Source: an optimization exercise on an open RTL-to-GDS flow (aim: small area, a short achievable clock period and few clock cycles). Production flows keep margins and buffers that such runs may drop. At most, simulation tests tie the RTL to the original design; equivalence was not proved. Power is estimated from default activity; no workload was simulated.

## bfx_core
module bfx_core (
    input  wire         clk,
    input  wire         rst,
    input  wire         cmd_valid,
    output wire         cmd_ready,
    input  wire [127:0] cmd_hdr,
    input  wire         pay_valid,
    output wire         pay_ready,
    input  wire [7:0]   pay_data,
    output wire         rsp_valid,
    input  wire         rsp_ready,
    output wire [7:0]   rsp_status,
    output wire [31:0]  rsp_value,
    output wire [31:0]  rsp_rlen,
    output wire         res_valid,
    input  wire         res_ready,
    output wire [7:0]   res_data
);
Settings: LEC_CHECK=0, ABC_AREA=1, CAP_MARGIN=10, CORE_MARGIN=2, CORE_UTILIZATION=40, SETUP_SLACK_MARGIN=5, SLEW_MARGIN=10; clock period 10.0 ns.
standard.sh (not shown) runs the stock make flow with config.mk's settings and CLKGATE_MAP_FILE= SYNTH_SCRIPT=/design/flow/synth_recipe.tcl, a recipe that flattens the netlist after the stock synthesis.
==> flow/flow/run.sh <==
#!/bin/bash
# Layout flow: the standard ORFS flow (same synthesis script, same
# config.mk and SDC) with these changes:
#  - port buffers of sky130_fd_sc_hd__buf_2 instead of the default pick;
#  - CTS without dummy loads;
#  - cap and slew margins of 10 percent.
set -euo pipefail
W=$PWD
make -C "$FLOW_HOME" DESIGN_CONFIG="$FLOW_CONFIG" WORK_HOME="$W/orfs" CLKGATE_MAP_FILE= \
    SYNTH_SCRIPT="$W/synth_recipe.tcl" ABC_AREA=1 CAP_MARGIN=10 CORE_MARGIN=2 \
    CORE_UTILIZATION=40 SETUP_SLACK_MARGIN=6 SLEW_MARGIN=10 \
    BUFFER_PORTS_ARGS="-buffer_cell sky130_fd_sc_hd__buf_2" \
    CTS_ARGS="-sink_clustering_enable -repair_clock_nets -dont_use_dummy_load" \
    finish > "$W/make_finish.log" 2>&1
: # left out here: write the final layout as DEF
Then changed:
--- a/flow/design.v
+++ b/flow/design.v
@@ -107,22 +107,21 @@
     wire [15:0] mrg   = (win & ~m16) | d16;
     wire        pay_fire = pay_valid && pay_rdy;
     wire        wact     = ok_r && k_w && (bl != 9'd0) && !(c1 && k_at);
     wire        wen      = wact && (!k_pay || pay_fire);
     wire        clr      = c1 && ok_r && k_alloc;
     wire [7:0]  we_v     = clr ? 8'h00 : (k[0] ? mrg[7:0]  : mrg[15:8]);
     wire [7:0]  wo_v     = clr ? 8'h00 : (k[0] ? mrg[15:8] : mrg[7:0]);
     wire [3:0]  nr_at    = (bl[2:0] == 3'd0) ? 4'd8 : {1'b0, bl[2:0]};
     wire [3:0]  p_delta  = wact ? chunk : (c1 && k_getat) ? nr_at : 4'd8;
     wire [3:0]  pn_lo    = {1'b0, ptr[2:0]} + p_delta[3:0];
-    wire [5:0]  ptr_hi1  = ptr[8:3] + 6'd1;
-    wire [8:0]  ptr_nx   = {pn_lo[3] ? ptr_hi1 : ptr[8:3], pn_lo[2:0]};
+    wire [8:0]  ptr_nx   = {ptr[8:3] + {5'd0, pn_lo[3]}, pn_lo[2:0]};
     wire [8:0]  at_end  = r_value;
     wire        at_in   = b_hi_z && (ptr[7:3] < len) && (at_end <= len8);
     wire        at_abs  = (at_end <= len8p);
     wire        at_bad  = c1 && k_at && ok_r && !(at_in && (at_abs || !k_w));
     wire        mv      = c1 && ok_r && k_seq;
     wire [8:0]  pos_add = pos + bl;
     wire [8:0]  pos_new = (c1 && ok_r && (k_wrap || k_alloc || k_flip)) ? 9'd0 :
                           mv ? pos_add : pos;
     wire [7:0]  op  = cmd_hdr[127:120];
     wire [23:0] rsv = cmd_hdr[119:96];
@@ -284,22 +283,21 @@
         endcase
     end
     function [7:0] top_mask(input [2:0] m);
         top_mask = (m == 3'd0) ? 8'hFF : ~(8'hFF >> m);
     endfunction
     wire [7:0] s0       = store[255:248];
     wire [7:0] arr_mask = top_mask(cap3);
     wire [7:0] use_mask = top_mask(pos[2:0]);
     wire [7:0] lmask    = k_arr ? arr_mask : k_used ? use_mask : 8'hFF;
     wire [7:0] s0_arr   = s0 & ((len == 6'd1) ? arr_mask : 8'hFF);
-    wire       used_one = (pos[8:4] == 5'd0) && (pos[3] ? (pos[2:0] == 3'd0) : (pos[2:0] != 3'd0));
-    wire [7:0] s0_used  = s0 & (used_one ? use_mask : 8'hFF);
+    wire [7:0] s0_used  = s0 & ((used_len == 6'd1) ? use_mask : 8'hFF);
     wire [4:0] as_lo    = {1'b0, B[3:0]} + {1'b0, a9[3:0]};
     wire [4:0] as_h0    = B[8:4] + a9[8:4];
     wire [4:0] as_h1    = B[8:4] + a9[8:4] + 5'd1;
     wire [8:0] at_sum   = {as_lo[4] ? as_h1 : as_h0, as_lo[3:0]};
     wire [3:0] h_lo     = {1'b0, pos[2:0]} + {1'b0, a9[2:0]};
     wire       h_cy     = h_lo[3] || (a9[2:0] == 3'd0);
     wire [5:0] ph1      = pos[8:3] + 6'd1;
     assign cmd_ready  = cmd_rdy;
     assign pay_ready  = pay_rdy;
     assign rsp_valid  = rsp_v;
@@ -330,21 +328,21 @@
             ok_r    <= 1'b0;
             c1      <= 1'b0;
             valid   <= 1'b0;
         end else if (hdr_fire) begin
             cmd_rdy  <= 1'b0;
             c1       <= 1'b1;
             ok_r     <= ok;
             rsp_v    <= !(is_getat || is_putat || pb_big);
             k_big    <= pb_big;
             big_gt   <= gt_full;
-            res_v    <= (is_gbyt && a9 != 9'd0) || is_arr || (is_used && pos != 9'd0);
+            res_v    <= (is_gbyt || is_arr || is_used) && (rlen != 6'd0);
             pay_rdy  <= is_pay && !c_z && !is_putat;
             k_at     <= is_getat || is_putat;
             b_hi_z   <= (B[31:8] == 24'd0);
             r_status <= status;
             r_value  <= (is_getat || is_putat) ? at_sum : value;
             r_rlen   <= rlen;
             creg     <= C;
             bl       <= is_wrap ? {C[5:0], 3'b000} : is_arr ? {len, 3'b000} :
                         is_used ? pos : a9;
             k_w      <= is_sput || is_pay;
Effect: The changed run finished clean. Clock skew went up by 0.012 ns. Final cell count came out lower slightly. First-iteration DRC count grows by a quarter to a third. Power drops slightly. Die area increases slightly. Worst setup slack is worse by 0.012 ns. Final area fell slightly.
No run of this note included a check of the RTL's function; only the layout flow was run.


## old
Another version of the RTL of bfx_core (not shown whole).
For scale: about 230 I/O pins, roughly 26000 um^2 of cells after synthesis.
==> flow/config.mk <==
export PLATFORM = sky130hd
export DESIGN_NAME = bfx_core
export DESIGN_NICKNAME = bfx_core
export VERILOG_FILES = /design/flow/design.v
export SDC_FILE = /design/flow/constraint.sdc
export NUM_CORES = 4
export LEC_CHECK = 0
export ABC_AREA = 1
export CAP_MARGIN = 20
export CORE_MARGIN = 2
export CORE_UTILIZATION = 40
export SETUP_SLACK_MARGIN = 5
export SLEW_MARGIN = 20
==> flow/constraint.sdc <==
create_clock -name core_clock -period 10.0 [get_ports {clk}]
set_input_delay 2.0000 -clock core_clock [delete_from_list [all_inputs] [get_ports {clk}]]
set_output_delay 2.0000 -clock core_clock [all_outputs]
set_load 0.01 [all_outputs]
==> flow/flow/run.sh <==
#!/bin/bash
# Layout flow: the standard ORFS flow (same synthesis script, same
# config.mk and SDC) with these changes:
#  - port buffers of sky130_fd_sc_hd__buf_2 instead of the default pick;
#  - CTS without dummy loads.
set -euo pipefail
W=$PWD
make -C "$FLOW_HOME" DESIGN_CONFIG="$FLOW_CONFIG" WORK_HOME="$W/orfs" CLKGATE_MAP_FILE= \
    SYNTH_SCRIPT="$W/synth_recipe.tcl" ABC_AREA=1 CAP_MARGIN=20 CORE_MARGIN=2 \
    CORE_UTILIZATION=40 SETUP_SLACK_MARGIN=6 SLEW_MARGIN=20 \
    BUFFER_PORTS_ARGS="-buffer_cell sky130_fd_sc_hd__buf_2" \
    CTS_ARGS="-sink_clustering_enable -repair_clock_nets -dont_use_dummy_load" \
    finish > "$W/make_finish.log" 2>&1
: # left out here: write the final layout as DEF
old went all the way through the flow, and no timing, DRC or antenna check failed.
Edits applied to the flow inputs when going from old to new:
-- flow/design.v --
<<< old, line 43
    reg         res_v;
    reg [7:0]   res_d;
    reg         pay_rdy;
    reg [31:0]  creg;          
>>> new, line 43
    reg         res_v;
    reg [7:0]   res_d;
    reg [5:0]   res_left;      
    reg         pay_rdy;
    reg [31:0]  creg;          
<<< old, line 52
    reg         k_at;          
    reg         b_hi_z;        
    reg         k_big;         
    reg         big_gt;        
    reg         k_wrap, k_alloc, k_flip, k_seq, k_getat, k_at_bytes,
                k_arr, k_used, k_pay;
    wire [5:0]  k    = ptr[8:3];
    wire [2:0]  b    = ptr[2:0];
    wire [15:0] oh_o = ptr[8] ? 16'd0 : (16'd1 << ptr[7:4]);
    wire [15:0] oh_e = ptr[3] ? {oh_o[14:0], 1'b0} : oh_o;
    wire [7:0]  eb [0:15];
    wire [7:0]  ob [0:15];
>>> new, line 53
    reg         k_at;          
    reg         b_hi_z;        
    reg         k_wrap, k_alloc, k_flip, k_seq, k_getat, k_at_bytes,
                k_arr, k_used, k_pay;
    wire [5:0]  k    = ptr[8:3];
    wire [2:0]  b    = ptr[2:0];
    wire [3:0]  m_o  = ptr[7:4];                     
    wire [4:0]  m_e  = ptr[8:4] + {4'd0, ptr[3]};    
    wire [7:0]  eb [0:15];
    wire [7:0]  ob [0:15];
<<< old, line 69
        end
    endgenerate
    reg  [7:0]  ev, ov;
    integer q;
>>> new, line 68
        end
    endgenerate
    wire [15:0] oh_e = 16'd1 << m_e[3:0];
    wire [15:0] oh_o = 16'd1 << m_o;
    reg  [7:0]  ev, ov;
    integer q;
<<< old, line 188
    wire        in_stor = 1'b1;                            
    wire        abs_ok  = 1'b1;
    wire        gt_dlen = a_small && (C[31:6] == 26'd0) && (a9 > {C[5:0], 3'b000});
    wire        gt_full = (C[31:28] == 4'd0) && ({A[30:3], A[2:0] != 3'd0} > {C[27:0], 1'b0});
    wire        pb_big  = (op == OP_PUT_BYTES || op == OP_PUT_BYTES_AT) && !a_neg && !a_small;
    wire        c_gt32  = (C[31:6] != 26'd0) || (C[5:0] > 6'd32);
    wire        pm_ok   = (B[31:4] == 28'd0) && (B[3:0] <= 4'd8) &&
>>> new, line 189
    wire        in_stor = 1'b1;                            
    wire        abs_ok  = 1'b1;
    wire        gt_dlen = ({3'b000, A} > {C, 3'b000});
    wire        c_gt32  = (C[31:6] != 26'd0) || (C[5:0] > 6'd32);
    wire        pm_ok   = (B[31:4] == 28'd0) && (B[3:0] <= 4'd8) &&
<<< old, line 307
    reg        n_rsp_v, n_res_v, n_pay_rdy, n_wbusy;
    always @(*) begin
        n_rsp_v   = (rsp_v && !rsp_fire) || (c1 && (k_at || k_big));
        n_res_v   = (res_v && ok_r && !(res_fire && bl_last)) ||
                    (c1 && k_getat && k_at_bytes && ok_r && bl != 9'd0);
        n_pay_rdy = (pay_rdy && !(pay_fire && creg == 32'd1)) ||
                    (c1 && k_at && k_pay && creg != 32'd0);
>>> new, line 306
    reg        n_rsp_v, n_res_v, n_pay_rdy, n_wbusy;
    always @(*) begin
        n_rsp_v   = (rsp_v && !rsp_fire) || (c1 && k_at);
        n_res_v   = (res_v && ok_r && !(res_fire && res_left == 6'd1)) ||
                    (c1 && k_getat && k_at_bytes && ok_r && res_left != 6'd0);
        n_pay_rdy = (pay_rdy && !(pay_fire && creg == 32'd1)) ||
                    (c1 && k_at && k_pay && creg != 32'd0);
<<< old, line 328
            c1       <= 1'b1;
            ok_r     <= ok;
            rsp_v    <= !(is_getat || is_putat || pb_big);
            k_big    <= pb_big;
            big_gt   <= gt_full;
            res_v    <= (is_gbyt || is_arr || is_used) && (rlen != 6'd0);
            pay_rdy  <= is_pay && !c_z && !is_putat;
>>> new, line 327
            c1       <= 1'b1;
            ok_r     <= ok;
            rsp_v    <= !(is_getat || is_putat);
            res_v    <= (is_gbyt || is_arr || is_used) && (rlen != 6'd0);
            pay_rdy  <= is_pay && !c_z && !is_putat;
<<< old, line 338
            r_value  <= value;
            r_rlen   <= rlen;
            creg     <= C;
            bl       <= is_wrap ? {C[5:0], 3'b000} : is_arr ? {len, 3'b000} :
                        is_used ? pos : a9;
            k_w      <= is_sput || is_pay;
            k_wrap   <= is_wrap;
>>> new, line 335
            r_value  <= value;
            r_rlen   <= rlen;
            res_left <= rlen;
            creg     <= C;
            bl       <= is_wrap ? {C[5:0], 3'b000} : a9;
            k_w      <= is_sput || is_pay;
            k_wrap   <= is_wrap;
<<< old, line 398
            end
            if (res_fire) begin
                bl <= bl_nx;
                if (bl_last)
                    ptr <= pos_new;
                else begin
                    res_d <= w8 & ((bl_nx[8:4] == 5'd0) ? lmask : 8'hFF);
                    ptr   <= ptr_nx;
                end
>>> new, line 395
            end
            if (res_fire) begin
                res_left <= res_left - 6'd1;
                if (res_left == 6'd1)
                    ptr <= pos_new;
                else begin
                    res_d <= w8 & ((res_left == 6'd2) ? lmask : 8'hFF);
                    ptr   <= ptr_nx;
                end
<<< old, line 416
                    r_status <= ST_OUT_OF_RANGE;
                end
                if (k_big && r_status == ST_OUT_OF_RANGE)
                    r_status <= big_gt ? ST_INVALID_ARG : ST_OUT_OF_RANGE;
                if (k_getat && k_at_bytes && ok_r && bl != 9'd0)
                    ptr <= ptr_nx;
                else if (k_at && k_w && ok_r && bl != 9'd0)
>>> new, line 413
                    r_status <= ST_OUT_OF_RANGE;
                end
                if (k_getat && k_at_bytes && ok_r && res_left != 6'd0)
                    ptr <= ptr_nx;
                else if (k_at && k_w && ok_r && bl != 9'd0)
- [new vs old] final area: higher in new
- Max endpoint arrival time on the critical path across new and old: old
- Number of diodes essentially unchanged between old and new.
- Changes observed in new relative to old: ratio of final minimum period to clock period fell 1.9 points; overall routed net length rose 1.6%.
- Critical path depth was lower in new than in old.
- On new: portion of the post-synthesis area used by sequential elements is 0.56 points lower than what old gave.
- Summary: with old as the reference, synthesized area divided by synthesized cell count in new moved up slightly.
Testbench counts of new, summed over its fixed seeds: cycles 18,829.
Only the layout flow was run in old; the RTL was not checked for function there.

==> separate check: timing with driven ports <==
The flow's constraints put no driver on any port. The routed layouts listed below were extracted and timed again, unchanged, in two steps. Step 1 (the two cells are an assumption about what drives the block):
set clk [get_ports {clk}]
set_driving_cell -lib_cell sky130_fd_sc_hd__clkbuf_16 $clk
set_driving_cell -lib_cell sky130_fd_sc_hd__buf_2 [delete_from_list [all_inputs] $clk]
Step 2 also shifts input and output timing later by t, the mid clock arrival at the registers, as if the neighbouring blocks saw the same clock. Three values: ideal, step 1, step 2; two values: the first two.
run	t, ns	setup WS [ns]	pins driven straight from the clock port
the first run of note 1	0.610	5.984 / 6.024 / 5.414	1
the second run of note 1	0.625	5.972 / 5.972 / 5.461	1
old	0.617	5.858 / 5.858 / 5.508	1
new	0.606	6.051 / 6.059 / 5.480	1
After both steps setup and hold are still met in every run listed. The setup slack of new, which loses most, moves by +0.008 ns with the drivers and by -0.571 ns with both steps.
